What follows belongs to an exercise in optimizing a design on an open flow for a short achievable clock period and few clock cycles; a production flow would make more cautious choices.
In this exercise RTL edits were held to simulation tests only and were not proved equivalent to the original.
Power and IR drop assume default switching activity.

## beebc_core
module beebc_core (
    input  wire       clk,
    input  wire       rst,         
    output wire [3:0] mem_addr,
    input  wire [7:0] mem_rdata,
    output wire [7:0] mem_wdata,
    output wire       mem_we,
    output wire [7:0] out,
    output wire       out_strobe,
    output wire       halted
);
    reg  [7:0] xir;
    reg        xv;          
    reg  [7:0] bop;         
    reg        bv;          
    reg x_lda, x_alu, x_sub, x_sta, x_ldi, x_out, x_hlt;    
    reg  [7:0] fir;
    reg [15:0] f_oh;        
    reg        fv;          
    reg  [3:0] fpc;
    reg  [3:0] fpc1;        
    reg  [3:0] fpc2;        
    reg [15:0] fpc1_oh;     
    reg        pend;        
    reg        pkind;       
    reg  [7:0] firb;
    reg [15:0] fb_oh;
    reg        fbv;
    reg  [3:0] fpcb;
    reg  [3:0] fpcb1;
    reg  [3:0] fpcb2;
    reg [15:0] fpcb1_oh;
    reg  [7:0] a;
    reg  [7:0] alu;
    reg  [7:0] out_r;
    reg        cf;
    reg        zf;
    reg        halted_r;    
    reg        halted_o;    
    reg        out_valid;   
    reg  [7:0] mc [0:15];
    reg [15:0] mv;
    reg  [3:0] pa;          
    reg        pwe;         
    reg        p_opnd;      
    reg        p_fill;      
    function [15:0] dec16;
        input [3:0] v;
        dec16 = 16'h0001 << v;
    endfunction
    function [15:0] rotl;
        input [15:0] v;
        rotl = {v[14:0], v[15]};
    endfunction
    function [15:0] rotr;
        input [15:0] v;
        rotr = {v[0], v[15:1]};
    endfunction
    function [7:0] sel8;
        input [15:0] oh;
        integer k;
        begin
            sel8 = 8'h00;
  ...
Settings: LEC_CHECK=0, CAP_MARGIN=20, CORE_MARGIN=2, CORE_UTILIZATION=50, SETUP_SLACK_MARGIN=2.4, SLEW_MARGIN=20, TNS_END_PERCENT=100; clock period 5.0 ns.
run.sh (not shown) runs the stock make flow with config.mk's settings and CLKGATE_MAP_FILE= SYNTH_SCRIPT=/design/flow/synth_recipe.tcl, a recipe that flattens the netlist after the stock synthesis.
The starting point finished with timing, DRC and antenna clean.
Testbench counts at the start, summed over its fixed seeds: cycles 26,560.
Change:
--- a/flow/design.v
+++ b/flow/design.v
@@ -146,21 +146,21 @@
     wire b_lda, b_alu, b_sub, b_sta, b_ldi, b_jmp, b_jc, b_jz, b_out, b_hlt;
     beebc_decoder u_db (
         .opcode (mem_rdata[7:4]),
         .is_lda (b_lda), .is_alu (b_alu), .is_sub (b_sub), .is_sta (b_sta),
         .is_ldi (b_ldi), .is_jmp (b_jmp), .is_jc  (b_jc),  .is_jz  (b_jz),
         .is_out (b_out), .is_hlt (b_hlt)
     );
     wire        byp    = advance & f_fill;
     wire  [3:0] b_n    = mem_rdata[3:0];
     wire        b_self = (b_n == fpc);              
-    wire        b_bv   = |(mv & rd_oh) | b_self;
+    wire        b_bv   = mv[b_n] | b_self;
     wire  [7:0] b_op   = sel8(rd_oh & mv) | (mem_rdata & {8{b_self}});
     wire        b_ld   = b_lda | b_alu;
     wire        b_pend = x_flags & (b_jc | b_jz);
     wire        b_use  = b_jmp | (x_flags ? (b_jc | b_jz) : ((b_jc & cf) | (b_jz & zf)));
     wire  [3:0] b_fpc  = b_use ? b_n : fpc1;
     wire        b_fv   = ~b_use & m2_v & ~(b_sta & (b_n == fpc1));
     wire halt_nx = halted_r | halted_o | (x_exec & x_hlt);
     wire outv_nx = x_exec & x_out;
     wire       jd_sta  = f_sta & ~halt_nx;
     wire       f_ld    = f_lda | f_alu;
Outcome:
- wire length rises by 8.8%
- die area rises by about 2%
- synthesized cell count rises by about 2.6%
- area after synthesis rises by about 2.1%
- global-route usage rises by 2.3 points
- core utilization rises by 0.18 points
- final cell count rises by about 5.4%
- critical path depth falls by 1
- design area rises by about 3%
- setup slack got worse by 0.099 ns
- clock power falls by 9.6%
- sequential share of layout area falls by 1.1 points
- worst hold slack got worse by 0.0079 ns
Testbench counts after the change, summed over its fixed seeds: cycles 26,560.

---

== main ==
beebc_core, a different RTL version from the one above (not shown whole).
Size in the first run: roughly 1600 cells after synthesis, ~310 flip-flops, ~33 I/O pins, ~17000 um^2 of cells after synthesis.
Settings: LEC_CHECK=0, CAP_MARGIN=20, CORE_MARGIN=2, CORE_UTILIZATION=40, SETUP_SLACK_MARGIN=3.0, SLEW_MARGIN=20, SYNTH_HIERARCHICAL=1; clock period 5.0 ns.
Testbench counts of main, summed over its fixed seeds: cycles 27,888.
Edits applied to the flow inputs when going from main to the feature branch:
--- a/flow/design.v
+++ b/flow/design.v
@@ -96,26 +96,25 @@
     wire advance = run & (~xv | x_exec);    
     wire x_flags = x_exec & x_alu;          
     wire [7:0] sum, dif;
     wire       s_co, d_co;
     beebc_add8 u_add (.x(a), .y(bop),  .ci(1'b0), .s(sum), .co(s_co));
     beebc_add8 u_sub (.x(a), .y(~bop), .ci(1'b1), .s(dif), .co(d_co));
     wire       ovf   = x_sub ? ~d_co : s_co;    
     wire [7:0] r     = x_sub ? dif : sum;
     wire       z_new = x_sub ? (a == bop) : ((a == 8'h00) & (bop == 8'h00));
     wire [7:0] alu_next = ovf ? alu : r;
     wire [7:0] a_ld  = (x_exec & x_lda) ? bop : ((x_exec & x_ldi) ? {4'h0, xn} : a);
     wire [7:0] a_nr  = x_flags ? r : a_ld;
-    wire [7:0] a_nx;
-    beebc_pick2 #(.W(8)) u_apick (.d0(a_nr), .d1(alu), .s(x_flags & ovf), .y(a_nx));
+    wire [7:0] a_nx  = (x_flags & ovf) ? alu : a_nr;
     wire  [3:0] jn     = fir[3:0];
     wire        jv     = fv & ~pend;
     wire f_lda, f_alu, f_sub, f_sta, f_ldi, f_jmp, f_jc, f_jz, f_out, f_hlt;
     beebc_decoder u_dj (
         .opcode (fir[7:4]),
         .is_lda (f_lda), .is_alu (f_alu), .is_sub (f_sub), .is_sta (f_sta),
         .is_ldi (f_ldi), .is_jmp (f_jmp), .is_jc  (f_jc),  .is_jz  (f_jz),
         .is_out (f_out), .is_hlt (f_hlt)
     );
     wire j_pend  = x_flags & (f_jc | f_jz);
     wire j_taken = f_jmp | (~x_flags & ((f_jc & cf) | (f_jz & zf)));
     wire [15:0] rd_oh = dec16(mem_rdata[3:0]);
@@ -191,34 +190,28 @@
                     pa_c = xn;
                 else if (s_fill) begin
                     pa_c   = fpc;
                     fill_c = 1'b1;
                 end else
                     pa_c = pf_h;
             end
             assign c_pa[gi]   = pa_c;
             assign c_fill[gi] = fill_c;
             assign c_opnd[gi] = s_step ? opnd : (s_hold & hd_opnd);
         end
     endgenerate
-    wire [3:0] pa_nx;
-    wire       fill_nx, opnd_nx;
-    beebc_pick4 #(.W(6)) u_pick (
-        .d0 ({c_pa[0], c_fill[0], c_opnd[0]}),
-        .d1 ({c_pa[1], c_fill[1], c_opnd[1]}),
-        .d2 ({c_pa[2], c_fill[2], c_opnd[2]}),
-        .d3 ({c_pa[3], c_fill[3], c_opnd[3]}),
-        .s  ({m2okf, m1ok}),
-        .y  ({pa_nx, fill_nx, opnd_nx})
-    );
+    wire [1:0] okc     = {m2okf, m1ok};
+    wire [3:0] pa_nx   = c_pa[okc];
+    wire       fill_nx = c_fill[okc];
+    wire       opnd_nx = c_opnd[okc];
     wire       pwe_nx  = s_step ? jd_sta : (s_hold & hd_sta);
     wire       jd_opnd = f_ld & ~m1ok;
     wire m1_hlt  = m1ok & (m1[7:4] == 4'hf);
     wire m2_hlt  = m2okf & (m2[7:4] == 4'hf);
     wire fa_hlt  = ~j_pend & (j_taken ? m1_hlt : m2_hlt);
     wire early_a = jv & ~((f_lda | f_alu) & ~m1ok) & ~f_sta & ~f_out & fa_hlt;
     wire fh_hlt  = ~pend & fv & f_hlt;
     wire early_h = xv & ~((x_lda | x_alu) & ~bv & ~p_opnd) & ~x_sta & ~x_out & fh_hlt;
     always @(posedge clk) begin
         if (rst) begin
             mv <= 16'h0000;
         end else if (run) begin
@@ -254,25 +247,25 @@
             out_r    <= 8'h00;
             cf       <= 1'b0;
             zf       <= 1'b0;
             halted_r <= 1'b0;
             halted_o <= 1'b0;
             out_valid <= 1'b0;
             pa       <= 4'h0;
             pwe      <= 1'b0;
             p_opnd   <= 1'b0;
             p_fill   <= 1'b1;
         end else begin
             out_valid <= outv_nx;
-            begin
+            if (run) begin
                 pa     <= pa_nx;
                 pwe    <= pwe_nx;
                 p_opnd <= opnd_nx;
                 p_fill <= fill_nx;
                 if (f_load) begin
                     fir   <= fload;
                 end
                 if (advance) begin
                     xir   <= fir;
                     xv    <= jv;
                     x_lda <= f_lda;
                     x_alu <= f_alu;
@@ -385,30 +378,12 @@
         for (i = 0; i < 8; i = i + 1) begin : l3
             if (i >= 4) begin : a
                 assign g3[i] = g2[i] | (p2[i] & g2[i-4]);
             end else begin : b
                 assign g3[i] = g2[i];
             end
         end
     endgenerate
     wire [7:0] c = {g3[6:0], ci};
     assign s  = p ^ c;
     assign co = g3[7];
 endmodule
-module beebc_pick4 #(parameter W = 1) (
-    input  wire [W-1:0] d0,
-    input  wire [W-1:0] d1,
-    input  wire [W-1:0] d2,
-    input  wire [W-1:0] d3,
-    input  wire [1:0]   s,
-    output wire [W-1:0] y
-);
-    assign y = s[1] ? (s[0] ? d3 : d2) : (s[0] ? d1 : d0);
-endmodule
-module beebc_pick2 #(parameter W = 1) (
-    input  wire [W-1:0] d0,
-    input  wire [W-1:0] d1,
-    input  wire         s,
-    output wire [W-1:0] y
-);
-    assign y = s ? d1 : d0;
-endmodule
==> comparison <==
The feature branch: PASS, flow complete, no timing, DRC or antenna violations
Looking at the feature branch and main, the share of cell area taken by multi-input logic gates is a wash.
Number of multi-input combinational cells in the layout on the feature branch is up relative to main.
Going from main to the feature branch, synthesis-to-layout area growth grows by 3.0 points.
The number of non-clock inverters of the feature branch falls short of that of main by 3.
Synthesized-area fraction occupied by adder cells: the feature branch vs main — no meaningful difference
Share of the clock period used by the worst path after layout: higher on main
[compare] base=main new=the feature branch: area used by multi-input combinational logic moved up, logic depth of the worst setup path including buffers went down 1.
STATUS wire length: the feature branch loses against main
Of the feature branch and main, it is the feature branch that has the higher number of antenna cells inserted.
Testbench counts of the feature branch, summed over its fixed seeds: cycles 27,888.

---

Another version of the RTL of beebc_core (not shown whole).
For scale: about 340 flip-flops, about 33 I/O pins, about 21000 um2 of cells after synthesis.
## beebc_core
module beebc_core (
    input  wire       clk,
    input  wire       rst,         
    output wire [3:0] mem_addr,
    input  wire [7:0] mem_rdata,
    output wire [7:0] mem_wdata,
    output wire       mem_we,
    output wire [7:0] out,
    output wire       out_strobe,
    output wire       halted
);
    reg  [7:0] xir;
    reg [15:0] x_oh;        
    reg        xv;          
    reg  [7:0] bop;         
    reg        bv;          
    reg x_lda, x_alu, x_sub, x_sta, x_ldi, x_out, x_hlt;    
    reg  [7:0] fir;
    reg [15:0] f_oh;        
    reg        fv;          
    reg  [3:0] fpc;
    reg  [3:0] fpc1;        
    reg  [3:0] fpc2;        
    reg [15:0] fpc1_oh;     
    reg        pend;        
    reg        pkind;       
    reg  [7:0] firb;
    reg [15:0] fb_oh;
    reg        fbv;
    reg  [3:0] fpcb;
    reg  [3:0] fpcb1;
    reg  [3:0] fpcb2;
    reg [15:0] fpcb1_oh;
    reg  [7:0] a;
    reg  [7:0] alu;
    reg  [7:0] out_r;
    reg        cf;
    reg        zf;
    reg        halted_r;    
    reg        halted_o;    
    reg        out_valid;   
    reg  [7:0] mc [0:15];
    reg [15:0] mv;
    reg  [3:0] pa;          
    reg [15:0] pa_oh;       
    reg        pwe;         
    reg        p_opnd;      
    reg        p_fill;      
    function [15:0] dec16;
        input [3:0] v;
        dec16 = 16'h0001 << v;
    endfunction
    function [15:0] rotl;
        input [15:0] v;
        rotl = {v[14:0], v[15]};
    endfunction
    function [15:0] rotr;
        input [15:0] v;
        rotr = {v[0], v[15:1]};
    endfunction
    function [7:0] sel8;
        input [15:0] oh;
        integer k;
        begin
            sel8 = 8'h00;
            for (k = 0; k < 16; k = k + 1)
  ...
Settings: LEC_CHECK=0, ABC_CLOCK_PERIOD_IN_PS=2000, CAP_MARGIN=20, CORE_MARGIN=2, CORE_UTILIZATION=40, SETUP_SLACK_MARGIN=3.0, SLEW_MARGIN=20; clock period 5.0 ns.
The baseline completed without violations.
Testbench counts at the start, summed over its fixed seeds: cycles 26,474.
Next try:
--- a/flow/design.v
+++ b/flow/design.v
@@ -103,16 +103,16 @@
     beebc_add8 u_sub (.x(a), .y(~bop), .ci(1'b1), .s(dif), .co(d_co));
     wire       ovf   = x_sub ? ~d_co : s_co;    
     wire [7:0] r     = x_sub ? dif : sum;
     wire       z_new = x_sub ? (a == bop) : ((a == 8'h00) & (bop == 8'h00));
     wire [7:0] alu_next = ovf ? alu : r;
     wire        f_fill = ~fv & p_fill & ~pend;
-    wire        jv     = (fv & ~pend) | f_fill;
-    wire  [7:0] jir    = fv ? fir : mem_rdata;
+    wire        jv     = fv & ~pend;
+    wire  [7:0] jir    = fir;
     wire  [3:0] jn     = jir[3:0];
-    wire [15:0] j_oh   = fv ? f_oh : dec16(mem_rdata[3:0]);
+    wire [15:0] j_oh   = f_oh;
     wire j_lda, j_alu, j_sub, j_sta, j_ldi, j_jmp, j_jc, j_jz, j_out, j_hlt;
     beebc_decoder u_dj (
         .opcode (jir[7:4]),
         .is_lda (j_lda), .is_alu (j_alu), .is_sub (j_sub), .is_sta (j_sta),
         .is_ldi (j_ldi), .is_jmp (j_jmp), .is_jc  (j_jc),  .is_jz  (j_jz),
         .is_out (j_out), .is_hlt (j_hlt)
@@ -183,16 +183,19 @@
                 fill_nx  = j_taken ? fill_t : fill_n;
             end
         end else if (advance & pend) begin
             pa_nx    = pv ? ppc1 : ppc;
             pa_oh_nx = pv ? ppc1_oh : rotr(ppc1_oh);
             fill_nx  = ~pv;
-        end else if (advance) begin
+        end else if (advance & ~f_fill) begin
             pa_nx    = fpc;
             pa_oh_nx = fpc_oh;
             fill_nx  = 1'b1;
+        end else if (advance) begin
+            pa_nx    = pf_h;
+            pa_oh_nx = pf_h_oh;
         end else begin
             if (hd_sta | hd_opnd) begin
                 pa_nx    = xn;
                 pa_oh_nx = x_oh;
                 pwe_nx   = hd_sta;
                 opnd_nx  = hd_opnd;
@@ -289,12 +292,16 @@
                         fb_oh    <= dec16(m2[3:0]);
                         fbv      <= m2okf;
                         fpcb     <= fpc1;
                         fpcb1    <= fpc2;
                         fpcb2    <= fpc2 + 4'd1;
                         fpcb1_oh <= rotl(fpc1_oh);
+                    end else if (f_fill) begin
+                        fir  <= mem_rdata;
+                        f_oh <= dec16(mem_rdata[3:0]);
+                        fv   <= 1'b1;
                     end else if (pend) begin
                         fir     <= pir;
                         f_oh    <= p_oh;
                         fv      <= pv;
                         pend    <= 1'b0;
                         fpc     <= ppc;
After rerunning:
- combinational power fell by 21%
- final cell count goes down by about 8%
- wire length decreases by about 17%
- clock power went up by about 10%
- synthesized area goes down by 5.3%
- first-iteration DRC count decreases by about 8%
- global-route usage is lower by 4.6 points
Testbench counts after the change, summed over its fixed seeds: cycles 27,735.

---

RTL: one of the versions met above, not the one the previous note started from.
Size in the first run: about 2000 cells after synthesis, ~33 I/O pins.
clock: 5.0 ns
lec_check: 0
cap_margin: 20
core_margin: 2
core_utilization: 40
setup_slack_margin: 2.4
slew_margin: 20
tns_end_percent: 100
Testbench counts at the start, summed over its fixed seeds: cycles 26,560.
Then changed:
--- a/flow/design.v
+++ b/flow/design.v
@@ -149,15 +149,15 @@
         .is_lda (b_lda), .is_alu (b_alu), .is_sub (b_sub), .is_sta (b_sta),
         .is_ldi (b_ldi), .is_jmp (b_jmp), .is_jc  (b_jc),  .is_jz  (b_jz),
         .is_out (b_out), .is_hlt (b_hlt)
     );
     wire        byp    = advance & f_fill;
     wire  [3:0] b_n    = mem_rdata[3:0];
     wire        b_self = (b_n == fpc);              
-    wire        b_bv   = mv[b_n] | b_self;
+    wire        b_bv   = |(mv & rd_oh) | b_self;
     wire  [7:0] b_op   = sel8(rd_oh & mv) | (mem_rdata & {8{b_self}});
     wire        b_ld   = b_lda | b_alu;
     wire        b_pend = x_flags & (b_jc | b_jz);
     wire        b_use  = b_jmp | (x_flags ? (b_jc | b_jz) : ((b_jc & cf) | (b_jz & zf)));
     wire  [3:0] b_fpc  = b_use ? b_n : fpc1;
     wire        b_fv   = ~b_use & m2_v & ~(b_sta & (b_n == fpc1));
     wire halt_nx = halted_r | halted_o | (x_exec & x_hlt);
The changed run ran to the end with no violations.
Maximum frequency drops slightly.
Power drops by a little under a tenth.
Setup slack got worse by 0.013 ns.
Count of clock-buffer cells in the layout came out lower by 7.
Cell count decreases by a few percent.
Core utilization falls by 0.79 points.
Synthesized area came out lower by a few percent.
Combinational power falls by about a fifth.
Global-route usage is lower by 2.3 points.
Via count shrinks by a few percent.
Wire length falls by roughly a tenth.
Sequential power rises by a little under a tenth.
Sequential share of layout area came out higher by 1.4 points.
Final area is lower by a few percent.
Testbench counts after the change, summed over its fixed seeds: cycles 26,560.

## afterwards: timing with drivers on the ports
The results above use ideal ports. As a check the final layouts listed here were re-extracted and re-timed, cells and wires unchanged. Step 1: set_driving_cell puts a clkbuf_16 on clk and a buf_2 on each other input, an assumption about the parent block. Step 2, shift: input delay + t, output delay - t, t = (earliest + latest rising clock arrival at the registers) / 2. This alone moves slack from input paths to output paths. Slacks: ideal ports / drivers / drivers and shift; pairs: ideal ports / drivers.
| run | shift t [ns] | setup slack, ns | pins driven straight from the clock port |
|---|---|---|---|
| the first run of note 1 | 0.625 | 2.262 / 2.262 / 1.649 | 1 |
| the second run of note 1 | 0.628 | 2.163 / 2.163 / 1.585 | 1 |
| main | 0.607 | 2.199 / 2.199 / 1.906 | 1 |
| the feature branch | 0.599 | 2.278 / 2.278 / 1.708 | 1 |
| the first run of note 3 | 0.651 | 1.566 / 1.530 / 0.879 | 1 |
| the second run of note 3 | 0.661 | 2.067 / 2.067 / 1.666 | 1 |
| the first run of note 4 | 0.633 | 2.241 / 2.241 / 1.627 | 1 |
| the second run of note 4 | 0.623 | 2.229 / 2.237 / 1.615 | 1 |
After both steps every run listed still meets setup and hold. The setup slack of the first run of note 3, which loses most, moves by -0.036 ns with the drivers and by -0.687 ns with both steps.
